From an optimization exercise on the open Yosys and OpenROAD flow, aimed at small area; shortcuts taken in it are not production practice.
In this exercise RTL edits were held to simulation tests only and were not proved equivalent to the original.
Power figures rest on the tool's default switching activity, not on a simulated workload.

==> inputs of 09-05 <==
Design nos64_ptw, start of the top module:
module nos64_ptw (
    input  wire        clk,
    input  wire        rst,             
    input  wire        cmd_valid,
    output wire        cmd_ready,
    input  wire [71:0] cmd_word,        
    input  wire [3:0]  rd_addr,
    output reg  [63:0] rd_data,
    output wire        tgt_req_valid,
    input  wire        tgt_req_ready,
    output wire        tgt_req_reg,     
    output wire [63:0] tgt_req_addr,
    input  wire        tgt_resp_valid,
    input  wire        tgt_resp_ok,
    input  wire [63:0] tgt_resp_data,
    output wire        diag_valid,
    output wire [1:0]  diag_level,
    output wire [9:0]  diag_flags,
    output wire [63:0] diag_value
);
    reg        busy;      
    reg [1:0]  op;        
    reg        dec_now;   
    reg        tr_now;    
    reg        req;       
    reg        regph;     
    reg        memfail;   
    reg [1:0]  lvl;       
    reg [63:0] operand;
    reg [63:0] r0, r1, r2, r3;
    wire [7:0] cw = cmd_word[71:64];
    wire is_translate = (cw == 8'h10);
    wire is_decode    = (cw[7:2] == 6'b0010_00);
  ...
Settings: LEC_CHECK=0, CAP_MARGIN=5, CORE_MARGIN=2, CORE_UTILIZATION=65, PLACE_DENSITY=0.8, SLEW_MARGIN=5; clock period 6.0 ns.
standard.sh (not shown) runs the stock make flow with config.mk's settings and CLKGATE_MAP_FILE= SYNTH_SCRIPT=/design/flow/synth_recipe.tcl, a recipe that flattens the netlist after the stock synthesis.
==> flow/flow/run.sh <==
#!/bin/bash
# Standard ORFS layout with three changes:
#  1. after the standard synthesis, the combinational logic is mapped again by ABC with an
#     area-oriented script (flow/area.abc); every flip-flop is kept as the standard synthesis
#     made it (same instances, names and cell types);
#  2. port buffers are buf_1 cells;
#  3. the clock tree uses clkbuf_8 cells and larger sink clusters.
# Each tool's output goes to a log file of its own in this folder.
set -euo pipefail
here=$(pwd)
export BUFFER_PORTS_ARGS="-buffer_cell sky130_fd_sc_hd__buf_1"
export CTS_ARGS="-sink_clustering_enable -repair_clock_nets -dont_use_dummy_load -sink_clustering_size 10 -sink_clustering_max_diameter 35 -buf_list sky130_fd_sc_hd__clkbuf_4"
R=$here/orfs/results/$FLOW_PLATFORM/nos64_ptw/base
LIB=$FLOW_HOME/platforms/$FLOW_PLATFORM/lib/sky130_fd_sc_hd__tt_025C_1v80.lib
YOSYS=$FLOW_HOME/../tools/install/yosys/bin/yosys
[ -x "$YOSYS" ] || YOSYS=yosys

# 1. standard synthesis, unchanged
bash standard.sh synth > synth.log 2>&1
cp $R/1_2_yosys.v $here/std_1_2_yosys.v

# 2. area re-mapping of the combinational logic
SEQ=$(cat $here/flow/seq_cells.txt)
DU=""; for c in $(cat $here/flow/dont_use.txt); do DU="$DU -dont_use $c"; done
printf 'set_driving_cell sky130_fd_sc_hd__buf_1\nset_load 5\n' > $here/abc.constr
cat > $here/reopt.ys <<EOT
read_liberty -ignore_miss_func -overwrite $LIB
read_verilog $here/std_1_2_yosys.v
hierarchy -top $FLOW_TOP
setattr -mod -set keep_hierarchy 1 $SEQ sky130_fd_sc_hd__conb_1
flatten
blackbox $SEQ sky130_fd_sc_hd__conb_1
techmap
opt -purge
abc -script $here/flow/area.abc -liberty $LIB $DU -constr $here/abc.constr -D 6000
splitnets
opt_clean -purge
hilomap -singleton -hicell sky130_fd_sc_hd__conb_1 HI -locell sky130_fd_sc_hd__conb_1 LO
insbuf -buf sky130_fd_sc_hd__buf_1 A X
rename -hide w:*.*
opt_clean -purge
stat -liberty $LIB
write_verilog -noattr -nohex -nodec $here/reopt_1_2_yosys.v
EOT
$YOSYS -s $here/reopt.ys > reopt.log 2>&1
$YOSYS -p "read_liberty -lib $LIB; read_verilog $here/reopt_1_2_yosys.v; hierarchy -top $FLOW_TOP; check -assert -mapped" > reopt_check.log 2>&1
# the flip-flops must be exactly those of the standard synthesis
ff() { grep -E '^\s*sky130_fd_sc_hd__[a-z]*df[a-z]*_[0-9]+ ' "$1" | awk '{print $1, $2}' | sort; }
if ! cmp -s <(ff $here/std_1_2_yosys.v) <(ff $here/reopt_1_2_yosys.v); then
  echo "re-mapping changed the flip-flops" >&2; exit 1
fi
cp $here/reopt_1_2_yosys.v $R/1_2_yosys.v

# 3. the rest of the standard layout
bash standard.sh > standard.log 2>&1
Other scripts of this flow, unchanged in this note and not shown: flow/flow/area.abc, flow/flow/dont_use.txt, flow/flow/seq_cells.txt
==> 11-19 (differences from 09-05) <==
--- a/flow/flow/run.sh
+++ b/flow/flow/run.sh
@@ -11,3 +11,3 @@
 export BUFFER_PORTS_ARGS="-buffer_cell sky130_fd_sc_hd__buf_1"
-export CTS_ARGS="-sink_clustering_enable -repair_clock_nets -dont_use_dummy_load -sink_clustering_size 10 -sink_clustering_max_diameter 35 -buf_list sky130_fd_sc_hd__clkbuf_4"
+export CTS_ARGS="-sink_clustering_enable -repair_clock_nets -dont_use_dummy_load -sink_clustering_size 20 -sink_clustering_max_diameter 60 -buf_list sky130_fd_sc_hd__clkbuf_8"
 R=$here/orfs/results/$FLOW_PLATFORM/nos64_ptw/base
- CORE_UTILIZATION: 65 -> 72
- PLACE_DENSITY: 0.8 -> 0.85
==> run notes <==
Status -> complete, no violations
Clock buffers -> 21
Final worst setup slack -> 451.6 ps
Worst skew pair latency -> 560 ps
Flop pwr share -> 0.672
P_int -> 3089 µW
Die width -> 139.0 µm
ClkCell Share -> 0.01915
Clk pwr share -> 0.240
# the run above: 11-19

==> run notes <==
Worst skew pair latency -> 670 ps
Final worst setup slack -> 295.3 ps
P_int -> 3122 µW
Met1 GRT Util -> 0.4686
Clock buffers -> 46
Clk pwr share -> 0.255
Die width -> 146.1 µm
Status -> complete, no violations
ClkCell Share -> 0.02277
# the run above: 09-05


---

==> job 5617 <==
==> flow/design.v <==
module nos64_ptw (
    input  wire        clk,
    input  wire        rst,             
    input  wire        cmd_valid,
    output wire        cmd_ready,
    input  wire [71:0] cmd_word,        
    input  wire [3:0]  rd_addr,
    output reg  [63:0] rd_data,
    output wire        tgt_req_valid,
    input  wire        tgt_req_ready,
    output wire        tgt_req_reg,     
    output wire [63:0] tgt_req_addr,
    input  wire        tgt_resp_valid,
    input  wire        tgt_resp_ok,
    input  wire [63:0] tgt_resp_data,
    output wire        diag_valid,
    output wire [1:0]  diag_level,
    output wire [9:0]  diag_flags,
    output wire [63:0] diag_value
);
    reg        busy;      
    reg [1:0]  op;        
    reg        dec_now;   
    reg        tr_now;    
    reg        req;       
    reg        regph;     
    reg        memfail;   
    reg [1:0]  lvl;       
    reg [63:0] operand;
    reg [63:0] r0, r1, r2, r3;
    wire [7:0] cw = cmd_word[71:64];
    wire is_translate = (cw == 8'h10);
    wire is_decode    = (cw[7:2] == 6'b0010_00);
    wire accept       = cmd_valid && !busy;
    wire take         = tgt_resp_valid && tgt_resp_ok;
    assign cmd_ready = !busy;
    reg [8:0] idx;
    always @(*) begin
        case (lvl)
            2'd0: idx = operand[47:39];
            2'd1: idx = operand[38:30];
            2'd2: idx = operand[29:21];
            default: idx = operand[20:12];
        endcase
    end
    wire lvl0 = (lvl == 2'd0);
    assign tgt_req_valid = busy && req;
    assign tgt_req_reg   = regph;
    assign tgt_req_addr  = {r0[63:52] & {12{lvl0}}, r0[51:12], idx, 3'b000};
    assign diag_valid = dec_now || (take && !regph);
    assign diag_level = lvl;
    assign diag_value = ({64{dec_now}} & operand) | ({64{tr_now}} & tgt_resp_data);
    assign diag_flags = {diag_value[63], diag_value[8:0]};
    always @(posedge clk) begin
        if (rst) begin
            busy    <= 1'b0;
            op      <= 2'd0;
            dec_now <= 1'b0;
            tr_now  <= 1'b1;
        end else begin
            dec_now <= accept && is_decode;
            tr_now  <= !(accept && is_decode);
            if (accept) begin
                op      <= is_translate ? 2'd1 : is_decode ? 2'd2 : 2'd3;
                busy    <= is_translate;
            end else if (tgt_resp_valid) begin
                if (!tgt_resp_ok || (!regph && (!tgt_resp_data[0] || lvl == 2'd3)))
                    busy <= 1'b0;
            end
        end
    end
    always @(posedge clk) begin
        if (accept) begin
            operand <= cmd_word[63:0];
            req     <= 1'b1;
            regph   <= 1'b1;
            memfail <= 1'b0;
            lvl     <= cw[1:0];
        end else begin
            if (tgt_req_valid && tgt_req_ready)
                req <= 1'b0;
            if (tgt_resp_valid) begin
                if (regph) begin
                    if (tgt_resp_ok) begin
                        regph <= 1'b0;
                        req   <= 1'b1;
                    end
                end else if (!tgt_resp_ok) begin
                    memfail <= 1'b1;
                end else if (tgt_resp_data[0] && lvl != 2'd3) begin
                    lvl <= lvl + 2'd1;
                    req <= 1'b1;
                end
            end
        end
    end
    always @(posedge clk) begin
        if (take) begin
            r0 <= tgt_resp_data;
            r1 <= r0;
            r2 <= r1;
            r3 <= r2;
        end
    end
    wire tr = (op == 2'd1);
    wire dc = (op == 2'd2);
    wire walked = tr && !regph;                  
    wire ok_end = walked && !memfail && r0[0];   
    wire [2:0] nrd  = walked ? {1'b0, lvl} + 3'd1 : 3'd0;
    wire [2:0] nrec = walked ? {1'b0, lvl} + {2'd0, !memfail} : {2'd0, dc};
    wire err_any = (tr && (regph || memfail || !r0[0])) || (op == 2'd3);
    wire [2:0] err = !tr ? ((op == 2'd3) ? 3'd5 : 3'd0) :
                     regph ? 3'd2 : memfail ? 3'd3 : !r0[0] ? 3'd4 : 3'd0;
    wire [1:0] err_level = (walked && (memfail || !r0[0])) ? lvl : 2'd0;
    wire [1:0] state = (op == 2'd0) ? 2'd0 : {1'b1, err_any};
    wire [15:0] status = {op, tr, nrd, nrec, err_level, err, state};
    wire [3:0] a = rd_addr;
    wire [1:0] ai = a[1:0];
    wire is_dv = (a[3:2] == 2'd1);
    wire is_fl = (a[3:2] == 2'd2);
    wire is_slot = is_dv || is_fl;
    wire slot_ok = tr ? ({1'b0, ai} < nrec) : (dc && ai == 2'd0);
    wire [1:0] k = nrec[1:0] - 2'd1 - ai;        
    wire sel_op = ((a == 4'd3) && (op != 2'd0)) || (is_slot && dc && ai == 2'd0);
    wire sl_tr  = is_slot && tr && slot_ok;
    wire fa_src0 = memfail;                      
    wire sel0 = (sl_tr && k == 2'd0) || (a == 4'd1 && ok_end) || (a == 4'd2 && walked && fa_src0);
    wire sel1 = (sl_tr && k == 2'd1) || (a == 4'd2 && walked && !fa_src0);
    wire sel2 = (sl_tr && k == 2'd2);
    wire sel3 = (sl_tr && k == 2'd3);
    wire [63:0] word = ({64{sel_op}} & operand) | ({64{sel0}} & r0) | ({64{sel1}} & r1) |
                       ({64{sel2}} & r2) | ({64{sel3}} & r3);
    wire hi_keep = (a == 4'd3) || is_dv || (a == 4'd2 && lvl0);
    wire [1:0] fl_level = tr ? ai : lvl;
    always @(*) begin
        rd_data[63:52] = word[63:52] & {12{hi_keep}};
        rd_data[51:16] = word[51:16] & {36{!is_fl}};
        if (a == 4'd0)
            rd_data[15:0] = status;
        else if (is_fl)
            rd_data[15:0] = {slot_ok, 3'b000, fl_level & {2{slot_ok}}, word[63], word[8:0]};
        else if (a == 4'd1)
            rd_data[15:0] = {word[15:12], operand[11:0] & {12{ok_end}}};
        else if (a == 4'd2)
            rd_data[15:0] = {word[15:12], idx & {9{walked}}, 3'b000};
        else
            rd_data[15:0] = word[15:0];
    end
endmodule
==> flow/flow/run.sh <==
#!/bin/bash
# Standard ORFS layout with three changes:
#  1. after the standard synthesis, the combinational logic is mapped again by ABC with an
#     area-oriented script (flow/area.abc); every flip-flop is kept as the standard synthesis
#     made it (same instances, names and cell types);
#  2. port buffers are buf_1 cells;
#  3. the clock tree uses clkbuf_8 cells and larger sink clusters.
# Each tool's output goes to a log file of its own in this folder.
set -euo pipefail
here=$(pwd)
export BUFFER_PORTS_ARGS="-buffer_cell sky130_fd_sc_hd__buf_1"
export CTS_ARGS="-sink_clustering_enable -repair_clock_nets -dont_use_dummy_load -sink_clustering_size 20 -sink_clustering_max_diameter 60 -buf_list sky130_fd_sc_hd__clkbuf_8"
R=$here/orfs/results/$FLOW_PLATFORM/nos64_ptw/base
LIB=$FLOW_HOME/platforms/$FLOW_PLATFORM/lib/sky130_fd_sc_hd__tt_025C_1v80.lib
YOSYS=$FLOW_HOME/../tools/install/yosys/bin/yosys
[ -x "$YOSYS" ] || YOSYS=yosys

# 1. standard synthesis, unchanged
bash standard.sh synth > synth.log 2>&1
cp $R/1_2_yosys.v $here/std_1_2_yosys.v

# 2. area re-mapping of the combinational logic
SEQ=$(cat $here/flow/seq_cells.txt)
DU=""; for c in $(cat $here/flow/dont_use.txt); do DU="$DU -dont_use $c"; done
printf 'set_driving_cell sky130_fd_sc_hd__buf_1\nset_load 5\n' > $here/abc.constr
cat > $here/reopt.ys <<EOT
read_liberty -ignore_miss_func -overwrite $LIB
read_verilog $here/std_1_2_yosys.v
hierarchy -top $FLOW_TOP
setattr -mod -set keep_hierarchy 1 $SEQ sky130_fd_sc_hd__conb_1
flatten
blackbox $SEQ sky130_fd_sc_hd__conb_1
techmap
opt -purge
abc -script $here/flow/area.abc -liberty $LIB $DU -constr $here/abc.constr -D 6000
splitnets
opt_clean -purge
hilomap -singleton -hicell sky130_fd_sc_hd__conb_1 HI -locell sky130_fd_sc_hd__conb_1 LO
insbuf -buf sky130_fd_sc_hd__buf_1 A X
rename -hide w:*.*
opt_clean -purge
stat -liberty $LIB
write_verilog -noattr -nohex -nodec $here/reopt_1_2_yosys.v
EOT
$YOSYS -s $here/reopt.ys > reopt.log 2>&1
$YOSYS -p "read_liberty -lib $LIB; read_verilog $here/reopt_1_2_yosys.v; hierarchy -top $FLOW_TOP; check -assert -mapped" > reopt_check.log 2>&1
# the flip-flops must be exactly those of the standard synthesis
ff() { grep -E '^\s*sky130_fd_sc_hd__[a-z]*df[a-z]*_[0-9]+ ' "$1" | awk '{print $1, $2}' | sort; }
if ! cmp -s <(ff $here/std_1_2_yosys.v) <(ff $here/reopt_1_2_yosys.v); then
  echo "re-mapping changed the flip-flops" >&2; exit 1
fi
cp $here/reopt_1_2_yosys.v $R/1_2_yosys.v

# 3. the rest of the standard layout
bash standard.sh > standard.log 2>&1
==> flow/flow/area.abc <==
strash
dc2
&get -n
&st
&dch -f
&nf -R 1000
&put
==> flow/flow/dont_use.txt <==
sky130_fd_sc_hd__probe_p_8 sky130_fd_sc_hd__probec_p_8 sky130_fd_sc_hd__lpflow_bleeder_1 sky130_fd_sc_hd__lpflow_clkbufkapwr_1 sky130_fd_sc_hd__lpflow_clkbufkapwr_16 sky130_fd_sc_hd__lpflow_clkbufkapwr_2 sky130_fd_sc_hd__lpflow_clkbufkapwr_4 sky130_fd_sc_hd__lpflow_clkbufkapwr_8 sky130_fd_sc_hd__lpflow_clkinvkapwr_1 sky130_fd_sc_hd__lpflow_clkinvkapwr_16 sky130_fd_sc_hd__lpflow_clkinvkapwr_2 sky130_fd_sc_hd__lpflow_clkinvkapwr_4 sky130_fd_sc_hd__lpflow_clkinvkapwr_8 sky130_fd_sc_hd__lpflow_decapkapwr_12 sky130_fd_sc_hd__lpflow_decapkapwr_3 sky130_fd_sc_hd__lpflow_decapkapwr_4 sky130_fd_sc_hd__lpflow_decapkapwr_6 sky130_fd_sc_hd__lpflow_decapkapwr_8 sky130_fd_sc_hd__lpflow_inputiso0n_1 sky130_fd_sc_hd__lpflow_inputiso0p_1 sky130_fd_sc_hd__lpflow_inputiso1n_1 sky130_fd_sc_hd__lpflow_inputiso1p_1 sky130_fd_sc_hd__lpflow_inputisolatch_1 sky130_fd_sc_hd__lpflow_isobufsrc_1 sky130_fd_sc_hd__lpflow_isobufsrc_16 sky130_fd_sc_hd__lpflow_isobufsrc_2 sky130_fd_sc_hd__lpflow_isobufsrc_4 sky130_fd_sc_hd__lpflow_isobufsrc_8 sky130_fd_sc_hd__lpflow_isobufsrckapwr_16 sky130_fd_sc_hd__lpflow_lsbuf_lh_hl_isowell_tap_1 sky130_fd_sc_hd__lpflow_lsbuf_lh_hl_isowell_tap_2 sky130_fd_sc_hd__lpflow_lsbuf_lh_hl_isowell_tap_4 sky130_fd_sc_hd__lpflow_lsbuf_lh_isowell_4 sky130_fd_sc_hd__lpflow_lsbuf_lh_isowell_tap_1 sky130_fd_sc_hd__lpflow_lsbuf_lh_isowell_tap_2 sky130_fd_sc_hd__lpflow_lsbuf_lh_isowell_tap_4 sky130_fd_sc_hd__fill_1 sky130_fd_sc_hd__fill_2 sky130_fd_sc_hd__fill_4 sky130_fd_sc_hd__fill_8 
==> flow/flow/seq_cells.txt <==
sky130_fd_sc_hd__dfbbn_1 sky130_fd_sc_hd__dfbbn_2 sky130_fd_sc_hd__dfbbp_1 sky130_fd_sc_hd__dfrbp_1 sky130_fd_sc_hd__dfrbp_2 sky130_fd_sc_hd__dfrtn_1 sky130_fd_sc_hd__dfrtp_1 sky130_fd_sc_hd__dfrtp_2 sky130_fd_sc_hd__dfrtp_4 sky130_fd_sc_hd__dfsbp_1 sky130_fd_sc_hd__dfsbp_2 sky130_fd_sc_hd__dfstp_1 sky130_fd_sc_hd__dfstp_2 sky130_fd_sc_hd__dfstp_4 sky130_fd_sc_hd__dfxbp_1 sky130_fd_sc_hd__dfxbp_2 sky130_fd_sc_hd__dfxtp_1 sky130_fd_sc_hd__dfxtp_2 sky130_fd_sc_hd__dfxtp_4 sky130_fd_sc_hd__dlrbn_1 sky130_fd_sc_hd__dlrbn_2 sky130_fd_sc_hd__dlrbp_1 sky130_fd_sc_hd__dlrbp_2 sky130_fd_sc_hd__dlrtn_1 sky130_fd_sc_hd__dlrtn_2 sky130_fd_sc_hd__dlrtn_4 sky130_fd_sc_hd__dlrtp_1 sky130_fd_sc_hd__dlrtp_2 sky130_fd_sc_hd__dlrtp_4 sky130_fd_sc_hd__dlxbn_1 sky130_fd_sc_hd__dlxbn_2 sky130_fd_sc_hd__dlxbp_1 sky130_fd_sc_hd__dlxtn_1 sky130_fd_sc_hd__dlxtn_2 sky130_fd_sc_hd__dlxtn_4 sky130_fd_sc_hd__dlxtp_1 sky130_fd_sc_hd__edfxbp_1 sky130_fd_sc_hd__edfxtp_1 sky130_fd_sc_hd__lpflow_inputisolatch_1 sky130_fd_sc_hd__sdfbbn_1 sky130_fd_sc_hd__sdfbbn_2 sky130_fd_sc_hd__sdfbbp_1 sky130_fd_sc_hd__sdfrbp_1 sky130_fd_sc_hd__sdfrbp_2 sky130_fd_sc_hd__sdfrtn_1 sky130_fd_sc_hd__sdfrtp_1 sky130_fd_sc_hd__sdfrtp_2 sky130_fd_sc_hd__sdfrtp_4 sky130_fd_sc_hd__sdfsbp_1 sky130_fd_sc_hd__sdfsbp_2 sky130_fd_sc_hd__sdfstp_1 sky130_fd_sc_hd__sdfstp_2 sky130_fd_sc_hd__sdfstp_4 sky130_fd_sc_hd__sdfxbp_1 sky130_fd_sc_hd__sdfxbp_2 sky130_fd_sc_hd__sdfxtp_1 sky130_fd_sc_hd__sdfxtp_2 sky130_fd_sc_hd__sdfxtp_4 sky130_fd_sc_hd__sedfxbp_1 sky130_fd_sc_hd__sedfxbp_2 sky130_fd_sc_hd__sedfxtp_1 sky130_fd_sc_hd__sedfxtp_2 sky130_fd_sc_hd__sedfxtp_4
==> flow/standard.sh <==
#!/bin/bash
# synth_recipe.tcl (not shown) runs the flow's synth.tcl, then flattens the netlist and writes it again
# the make line also repeats each setting of config.mk as NAME=value (left out here)
make -C /OpenROAD-flow-scripts/flow DESIGN_CONFIG=/design/flow/config.mk WORK_HOME=/design/flow/orfs CLKGATE_MAP_FILE= SYNTH_SCRIPT=/design/flow/synth_recipe.tcl "${@:-finish}"
==> flow/config.mk <==
export PLATFORM = sky130hd
export DESIGN_NAME = nos64_ptw
export DESIGN_NICKNAME = nos64_ptw
export VERILOG_FILES = /design/flow/design.v
export SDC_FILE = /design/flow/constraint.sdc
export NUM_CORES = 4
export LEC_CHECK = 0
export CAP_MARGIN = 10
export CORE_MARGIN = 2
export CORE_UTILIZATION = 65
export GPL_TIMING_DRIVEN = 0
export PLACE_DENSITY = 0.8
export SLEW_MARGIN = 10
==> flow/constraint.sdc <==
create_clock -name core_clock -period 6.0 [get_ports {clk}]
set_input_delay 1.2000 -clock core_clock [delete_from_list [all_inputs] [get_ports {clk}]]
set_output_delay 1.2000 -clock core_clock [all_outputs]
set_load 0.01 [all_outputs]
==> job 3165: changes against job 5617 <==
--- a/flow/design.v
+++ b/flow/design.v
@@ -22,5 +22,4 @@
     reg [1:0]  op;        
     reg        dec_now;   
-    reg        tr_now;    
     reg        req;       
     reg        regph;     
@@ -50,5 +49,5 @@
     assign diag_valid = dec_now || (take && !regph);
     assign diag_level = lvl;
-    assign diag_value = ({64{dec_now}} & operand) | ({64{tr_now}} & tgt_resp_data);
+    assign diag_value = dec_now ? operand : tgt_resp_data;
     assign diag_flags = {diag_value[63], diag_value[8:0]};
     always @(posedge clk) begin
@@ -57,8 +56,6 @@
             op      <= 2'd0;
             dec_now <= 1'b0;
-            tr_now  <= 1'b1;
         end else begin
             dec_now <= accept && is_decode;
-            tr_now  <= !(accept && is_decode);
             if (accept) begin
                 op      <= is_translate ? 2'd1 : is_decode ? 2'd2 : 2'd3;
--- a/flow/flow/run.sh
+++ b/flow/flow/run.sh
@@ -10,5 +10,5 @@
 here=$(pwd)
 export BUFFER_PORTS_ARGS="-buffer_cell sky130_fd_sc_hd__buf_1"
-export CTS_ARGS="-sink_clustering_enable -repair_clock_nets -dont_use_dummy_load -sink_clustering_size 20 -sink_clustering_max_diameter 60 -buf_list sky130_fd_sc_hd__clkbuf_8"
+export CTS_ARGS="-sink_clustering_enable -repair_clock_nets -dont_use_dummy_load -sink_clustering_size 16 -sink_clustering_max_diameter 50 -buf_list sky130_fd_sc_hd__clkbuf_8"
 R=$here/orfs/results/$FLOW_PLATFORM/nos64_ptw/base
 LIB=$FLOW_HOME/platforms/$FLOW_PLATFORM/lib/sky130_fd_sc_hd__tt_025C_1v80.lib
--- a/flow/config.mk
+++ b/flow/config.mk
@@ -6,8 +6,7 @@
 export NUM_CORES = 4
 export LEC_CHECK = 0
-export CAP_MARGIN = 10
+export CAP_MARGIN = 20
 export CORE_MARGIN = 2
 export CORE_UTILIZATION = 65
-export GPL_TIMING_DRIVEN = 0
 export PLACE_DENSITY = 0.8
-export SLEW_MARGIN = 10
+export SLEW_MARGIN = 20
==> comparison <==
Of job 3165 and job 5617, job 5617 has the higher cell count (gap 2.3%, measured against job 5617).
Against job 3165, the clock-buffer cell count of job 5617 is lower by 12.
Non-clock buffer count: job 3165 is lower than job 5617 (41).
Against job 5617, the wire length of job 3165 is smaller by 4.2%.
Between job 3165 and job 5617, the lower combinational power is in job 3165 (gap about 9%, measured against job 5617).
Cell area is about the same in job 5617 and job 3165.
In job 3165 the global-route usage is lower than in job 5617, by 1.6 points.
Of job 3165 and job 5617, job 3165 has the higher power (gap about 4.4%, measured against job 5617).
Critical path depth: job 3165 is lower than job 5617 (3).
==> figures <==
Run status: job 3165 timing/DRC/antenna clean; job 5617 timing/DRC/antenna clean
Cell total after placement: job 3165 1421; job 5617 1465
Cell area after synthesis: job 3165 0.0132 mm^2; job 5617 0.0131 mm^2
Non-clock buffers, area share: job 3165 0.0999; job 5617 0.115
Total track usage: job 3165 0.313; job 5617 0.329
Dpl ws: job 3165 0.628 ns; job 5617 0.329 ns
Proportion of cell area occupied by multi-input gates: job 3165 0.210; job 5617 0.203
Total number of placement rows: job 3165 52; job 5617 51
Latest clock arrival within the worst-skew pair: job 3165 0.54 ns; job 5617 0.55 ns
Total power consumption of the routed design: job 3165 4.28 mW; job 5617 4.10 mW
Worst Hold End: job 3165 r2[5]; job 5617 r3[46]
Sum of net half-perimeters after detailed placement: job 3165 23300 um; job 5617 23800 um
Max VDD drop: job 3165 0.208 mV; job 5617 0.280 mV
Initial core utilization: job 3165 0.657; job 5617 0.668
FF+latch count: job 3165 329; job 5617 330
Share of total power in sequential cells: job 3165 0.638; job 5617 0.669
Area taken by flip-flops and latches: job 3165 0.00981 mm^2; job 5617 0.00984 mm^2
Sequential power: job 3165 2.73 mW; job 5617 2.74 mW
Well Taps: job 3165 270; job 5617 265

-- static timing again, ports no longer ideal --
How much do the figures lean on ideal ports? The routed layouts below were timed once more, with nothing changed but the port constraints.
Step 1, drivers: a clkbuf_16 drives clk and a buf_2 each remaining input, both assumed.
Step 2 moves the port delays by t, midway between the first and last clock arrival at a register: inputs arrive t later, outputs are due t later. That takes back most of the time a late clock gives input paths.
Three values: no drivers, after step 1, after step 2; two values: the first two.
| run | t, ns | setup slack, ns | worst setup path after step 2 |
|---|---|---|---|
| 09-05 | 0.698 | 0.295 / 0.252 / 0.557 | input to output |
| 11-19 | 0.583 | 0.452 / 0.410 / 0.667 | input to output |
| job 5617 | 0.583 | 0.406 / 0.363 / 0.508 | input to output |
| job 3165 | 0.547 | 0.162 / 0.117 / 0.643 | input to output |
After both steps setup and hold are still met in every run listed.
